This is an optimization exercise on Yosys and OpenROAD, whose aim is small area, a short achievable clock period and few clock cycles, not a production implementation.
RTL that was checked went through simulation tests only; none was proved equivalent to the original.
Power figures rest on the tool's default switching activity, not on a simulated workload.

==> flow/design.v (excerpt) <==
module tdm_deframer (
    input  wire        clk,
    input  wire        rst,           
    input  wire        ev_valid,
    output wire        ev_ready,
    input  wire [7:0]  ev_hdr,
    input  wire [31:0] ev_pos,
    input  wire [31:0] ev_payload,
    output reg  [1:0]  want,          
    output wire        fatal,
    output wire        rec_valid,
    input  wire        rec_ready,
    output reg  [4:0]  rec_cls,
    output reg         rec_line,
    output reg  [3:0]  rec_slot,
    output reg  [3:0]  rec_field,
    output reg  [19:0] rec_value,
    output reg  [4:0]  rec_width,
    output reg  [31:0] rec_start,
    output reg  [31:0] rec_end
);
For scale: roughly 410 flip-flops, ~180 I/O pins, roughly 18000 µm² of cells after synthesis.
clock: 10.0 ns
lec_check: 0
cap_margin: 5
core_margin: 2
core_utilization: 55
cts_cluster_diameter: 80
cts_cluster_size: 24
place_density: 0.7
slew_margin: 5
tns_end_percent: 5
setup_slack_margin: 6.5
buffer_ports_args: -buffer_cell sky130_fd_sc_hd__buf_1
standard.sh (not shown) runs the stock make flow with config.mk's settings and CLKGATE_MAP_FILE= SYNTH_SCRIPT=/design/flow/synth_recipe.tcl, a recipe that flattens the netlist after the stock synthesis.
==> flow/flow/run.sh <==
#!/bin/bash
# The standard layout (standard.sh: unchanged synthesis and ORFS steps) with two
# settings added to config.mk:
#  - every input and output port still gets a buffer, but a plain buf_1 rather than
#    the delay cell buffer_ports picks by default.
# standard.sh's full output goes to standard.log in this folder.
set -euo pipefail
cat >> config.mk <<'EOT'
export SETUP_SLACK_MARGIN = 6.5
export BUFFER_PORTS_ARGS = -buffer_cell sky130_fd_sc_hd__buf_1
EOT
bash standard.sh > standard.log 2>&1
The baseline produced a clean layout.
Then changed:
--- a/flow/design.v
+++ b/flow/design.v
@@ -62,14 +62,13 @@
     reg  [3:0]  em_kc;          
     reg  [3:0]  ss;             
     reg  [3:0]  es;             
     reg  [4:0]  d_cls, d_wid;   
     reg  [3:0]  d_fld;
     reg         d_line;
-    reg  [10:0] d_vo, d_vi;     
-    reg         bm_s, bm_e;     
+    reg  [10:0] d_vm;           
     assign fatal = (phase == PH_CFG_ERR);
     always @(*) begin
         case (phase)
             PH_AWAIT_1ST, PH_AWAIT_RIS: want = 2'd2;
             PH_AWAIT_FAL:               want = 2'd1;
             default:                    want = 2'd0;
@@ -261,16 +260,13 @@
                 es <= es_nx;
             end
             d_cls  <= cls_nx;
             d_wid  <= wid_nx;
             d_fld  <= fld_nx;
             d_line <= n_line;
-            d_vo   <= (em_last || n_line) ? 11'd0 : vm_nx;
-            d_vi   <= (em_last || !n_line) ? 11'd0 : vm_nx;
-            bm_s   <= em_last;
-            bm_e   <= em_last;
+            d_vm   <= em_last ? 11'd0 : vm_nx;
             em_oh <= nx_oh;
         end
         if (pop) begin
             p_cur     <= b_pos;
             sync_prev <= b_sync;
             if (b_first) begin
@@ -283,16 +279,13 @@
                 es    <= {3'd0, acc && acc_cmp};
                 em_oh <= 12'b1;
                 d_cls  <= 5'd2;
                 d_wid  <= acc_k0 ? 5'd16 : 5'd20;
                 d_fld  <= F_SLOTRAW;
                 d_line <= 1'b0;
-                d_vo   <= (acc && acc_cmp) ? {6'd0, !acc_k0, 4'b1111} : 11'd0;
-                d_vi   <= 11'd0;
-                bm_s   <= !(acc && acc_cmp);
-                bm_e   <= !(acc && acc_cmp);
+                d_vm   <= (acc && acc_cmp) ? {6'd0, !acc_k0, 4'b1111} : 11'd0;
                 em_k  <= acc_k;
                 em_kc <= {acc_k > 4'd2, acc_k == 4'd2, acc_k == 4'd1, acc_k0};
                 if (acc) begin
                     sr_out <= sr_out_n;
                     sr_in  <= sr_in_n;
                     if (acc_j == 5'd0)   pos_s <= p_cur;
@@ -319,40 +312,32 @@
             hb           <= 1'b0;
             hl           <= 1'b0;
             bit_ph       <= 1'b0;
             sv           <= 1'b0;
             ss           <= 4'd0;
             es           <= 4'd0;
-            d_vo         <= 11'd0;
-            d_vi         <= 11'd0;
-            bm_s         <= 1'b1;
-            bm_e         <= 1'b1;
+            d_vm         <= 11'd0;
         end
     end
     assign rec_valid = sv || (hb && !b_first);
     always @(*) begin
-        rec_start = ({32{bm_s}} & p_cur) | ({32{ss[0]}} & pos_s) | ({32{ss[1]}} & cap_a) |
+        rec_start = ({32{!sv}} & p_cur) | ({32{ss[0]}} & pos_s) | ({32{ss[1]}} & cap_a) |
                     ({32{ss[2]}} & cap_b) | ({32{ss[3]}} & cap_c);
-        rec_end   = ({32{bm_e}} & b_pos) | ({32{es[0]}} & p_cur) | ({32{es[1]}} & cap_a) |
+        rec_end   = ({32{!sv}} & b_pos) | ({32{es[0]}} & p_cur) | ({32{es[1]}} & cap_a) |
                     ({32{es[2]}} & cap_b) | ({32{es[3]}} & cap_c);
     end
-    function [19:0] fval;
-        input [10:0] m;
-        input [19:0] v;
-        begin
-            fval = ({{4{m[4]}}, {4{m[3]}}, {8{m[2]}}, {2{m[1]}}, {2{m[0]}}} & v) |
-                   ({20{m[5]}} & {8'd0, v[14:3]}) |
-                   ({20{m[6]}} & {13'd0, v[18:12]}) |
-                   ({20{m[7]}} & {4'd0, v[19:4]}) |
-                   {19'd0, (m[8] & v[15]) | (m[9] & v[2]) | (m[10] & v[19])};
-        end
-    endfunction
+    wire [19:0] r_v = d_line ? sr_in : sr_out;
+    wire [19:0] idm = {{4{d_vm[4]}}, {4{d_vm[3]}}, {8{d_vm[2]}}, {2{d_vm[1]}}, {2{d_vm[0]}}};
     always @(*) begin
         rec_line  = sv ? d_line : bit_ph;
         rec_cls   = sv ? d_cls : {4'd0, bit_ph};
         rec_slot  = sv ? em_k : 4'd15;
         rec_field = sv ? d_fld : F_BIT;
         rec_width = sv ? d_wid : 5'd1;
-        rec_value = fval(d_vo, sr_out) | fval(d_vi, sr_in) |
-                    {19'd0, !sv & (bit_ph ? b_li : b_lo)};
+        rec_value = (idm & r_v) |
+                    ({20{d_vm[5]}} & {8'd0, r_v[14:3]}) |
+                    ({20{d_vm[6]}} & {13'd0, r_v[18:12]}) |
+                    ({20{d_vm[7]}} & {4'd0, r_v[19:4]}) |
+                    {19'd0, (d_vm[8] & r_v[15]) | (d_vm[9] & r_v[2]) | (d_vm[10] & r_v[19]) |
+                            (!sv & (bit_ph ? b_li : b_lo))};
     end
 endmodule
Routed wire length falls by about 14%.
Cell area falls by 4.6%.
Clock-buffer cell count falls by 2.
Setup slack degrades by 0.087 ns.
Global-route usage falls by 1.4 points.
Via count falls by about 9%.
No functional check of the RTL was part of any run of this note.

Another version of the RTL of tdm_deframer (not shown whole).
Size: ~370 flip-flops, ~180 I/O pins, ~0.016 mm2 of cells after synthesis.
Settings: LEC_CHECK=0, CAP_MARGIN=20, CORE_MARGIN=2, CORE_UTILIZATION=50, CTS_CLUSTER_DIAMETER=80, CTS_CLUSTER_SIZE=30, PLACE_DENSITY=0.65, SLEW_MARGIN=20, TNS_END_PERCENT=10, SETUP_SLACK_MARGIN=6.5, BUFFER_PORTS_ARGS=-buffer_cell sky130_fd_sc_hd__buf_1; clock period 10.0 ns.
Scripts as last shown in full above: flow/flow/run.sh
Testbench counts at the start, summed over its fixed seeds: cycles 36,275.
Change:
--- a/flow/design.v
+++ b/flow/design.v
@@ -68,35 +68,23 @@
     assign fatal = (phase == PH_CFG_ERR);
     always @(*) begin
         case (phase)
             PH_AWAIT_1ST, PH_AWAIT_RIS: want = 2'd2;
             PH_AWAIT_FAL:               want = 2'd1;
             default:                    want = 2'd0;
         endcase
     end
     assign ev_ready = !(hb && hl);
     wire [2:0] kind     = ev_hdr[2:0];
     wire       hdr_rsvd = (kind == 3'd0) || (kind == 3'd7) || ev_hdr[7];
-    function [1:0] gt_merge;
-        input [1:0] hi, lo;
-        gt_merge = {hi[1] | (!hi[0] & lo[1]), hi[0] | (!hi[1] & lo[0])};
-    endfunction
-    reg  [1:0] gt_t [0:62];
-    integer    g;
-    always @(*) begin
-        for (g = 0; g < 32; g = g + 1)
-            gt_t[31 + g] = {ev_pos[g] & !last_pos[g], !ev_pos[g] & last_pos[g]};
-        for (g = 30; g >= 0; g = g - 1)
-            gt_t[g] = gt_merge(gt_t[2 * g + 2], gt_t[2 * g + 1]);
-    end
-    wire       pos_ok   = !last_pos_vld || gt_t[0][1];
+    wire       pos_ok   = !last_pos_vld || (ev_pos > last_pos);
     wire       ev_take  = ev_valid && ev_ready && !hdr_rsvd;
     wire do_setup = ev_take && (kind == K_SETUP);
     wire do_reset = ev_take && (kind == K_RESET) && (phase != PH_CFG_ERR);
     wire do_end   = ev_take && (kind == K_END) &&
                     (phase != PH_UNCONF) && (phase != PH_CFG_ERR);
     wire do_fall  = ev_take && (kind == K_FALL) && (phase == PH_AWAIT_FAL) && pos_ok;
     wire do_rise1 = ev_take && (kind == K_RISE) && (phase == PH_AWAIT_1ST) && pos_ok;
     wire do_rise  = ev_take && (kind == K_RISE) && (phase == PH_AWAIT_RIS) && pos_ok;
     wire do_rx    = do_rise1 || do_rise;
     wire pop    = !sv && hb && (b_first || (bit_ph && rec_ready));
     wire b_free = !hb || pop;
@@ -153,38 +141,37 @@
     wire       n_codec = em_kc[0] & nr_oh[4];
     wire       n_rw    = n_k1o & nr_oh[0];
     wire       n_rsv1  = n_k1i & (nr_oh[0] | nr_oh[1]);
     wire       n_addr  = (n_k1o & nr_oh[1]) | (n_k1i & nr_oh[2]);
     wire       n_rsv12 = (n_k1o & (nr_oh[2] | nr_oh[3])) | (n_k1i & (nr_oh[3] | nr_oh[4]));
     wire       n_data  = em_kc[2] & nr_oh[0];
     wire       n_rsv4  = em_kc[2] & (nr_oh[1] | nr_oh[2]);
     wire       n_raw   = em_kc[3] & !n_rawe;
     wire       n_err   = (em_kc[0] & nr_oh[3]) | (n_k1o & nr_oh[3]) |
                          (n_k1i & (nr_oh[1] | nr_oh[4])) | (em_kc[2] & nr_oh[2]);
     wire       n_full  = n_rawe | n_raw;
-    wire [4:0] cls_out = 5'd4 + {1'b0, em_k};      
-    wire [4:0] cls_in  = 5'd17 + {1'b0, em_k};
     reg  [3:0] ss_nx, es_nx;
     reg  [4:0] cls_nx, wid_nx;
     reg  [3:0] fld_nx;
     reg  [10:0] vm_nx;
     always @(*) begin
         ss_nx[1] = n_valid | n_addr;
         ss_nx[2] = n_rsv0 | n_rsv12 | n_rsv4;
         ss_nx[3] = n_codec;
         ss_nx[0] = !(ss_nx[1] | ss_nx[2] | ss_nx[3]);
         es_nx[1] = n_ready | n_rw | n_rsv1;
         es_nx[2] = n_valid | n_addr | n_data;
         es_nx[3] = n_rsv0;
         es_nx[0] = !(es_nx[1] | es_nx[2] | es_nx[3]);
-        cls_nx   = n_rawe ? 5'd3 : n_err ? CLS_ERROR : n_line ? cls_in : cls_out;
+        cls_nx   = n_rawe ? 5'd3 : n_err ? CLS_ERROR :
+                   5'd4 + (n_line ? 5'd13 : 5'd0) + {1'b0, em_k};
         fld_nx   = n_rawe ? F_SLOTRAW : n_ready ? F_READY : n_valid ? F_VALID :
                    n_codec ? F_CODEC : n_rw ? F_RW : n_addr ? F_ADDR :
                    n_data ? F_DATA : n_raw ? F_RAW : F_RSV;
         wid_nx   = (n_rawe & em_kc[0]) ? 5'd16 : n_full ? 5'd20 :
                    (n_valid | n_rsv12) ? 5'd12 : n_codec ? 5'd2 : n_addr ? 5'd7 :
                    n_data ? 5'd16 : n_rsv4 ? 5'd4 : 5'd1;
         vm_nx[0]  = n_full | n_rsv12 | n_rsv4 | n_codec;           
         vm_nx[1]  = n_full | n_rsv12 | n_rsv4;                     
         vm_nx[2]  = n_full | n_rsv12;                              
         vm_nx[3]  = n_full;                                        
         vm_nx[4]  = n_full & !em_kc[0];                            
Outcome:
- power came out higher by a few percent
- register-to-register slack is worse by 0.45 ns
- sequential share of layout area came out lower by 1.1 points
- sequential power barely changes
- combinational power came out higher by roughly a tenth
- cell area came out higher slightly
- clock skew came out higher by 0.0083 ns
- count of clock-buffer cells in the layout stays the same
- first-iteration DRC count came out higher by a few percent
- area after synthesis came out higher slightly
- worst hold slack barely changes
- via count came out higher slightly
- worst setup slack is worse by 0.11 ns
- critical path depth came out higher by 8
Testbench counts after the change, summed over its fixed seeds: cycles 36,275.

==> port drivers added, routing unchanged <==
No port has a modelled driver above. Below, the same layouts with a new extraction and two added sets of constraints.
Step 1 (the two cells are an assumption about what drives the block):
set clk [get_ports {clk}]
set_driving_cell -lib_cell sky130_fd_sc_hd__clkbuf_16 $clk
set_driving_cell -lib_cell sky130_fd_sc_hd__buf_2 [delete_from_list [all_inputs] $clk]
Step 2 moves the port delays by t, midway between the first and last clock arrival at a register: inputs arrive t later, outputs are due t later. That takes back most of the time a late clock gives input paths.
Slacks: ideal ports / drivers / drivers and shift; pairs: ideal ports / drivers.
run	shift t [ns]	setup slack, ns	worst setup path after step 2	slew at the worst register clock pin (ns)	pins driven straight from the clock port
the first run of note 1	0.596	6.063 / 6.011 / 5.735	input to register	0.10 / 0.10	1
the second run of note 1	0.576	5.976 / 5.926 / 5.693	input to register	0.10 / 0.10	1
the first run of note 2	0.577	6.010 / 5.955 / 5.548	input to register	0.12 / 0.12	1
the second run of note 2	0.574	5.903 / 5.910 / 5.336	input to register	0.11 / 0.11	1
After both steps every run listed still meets setup and hold. For the second run of note 2, which loses most, drivers alone change the setup slack by +0.007 ns; drivers and shift together by -0.567 ns.
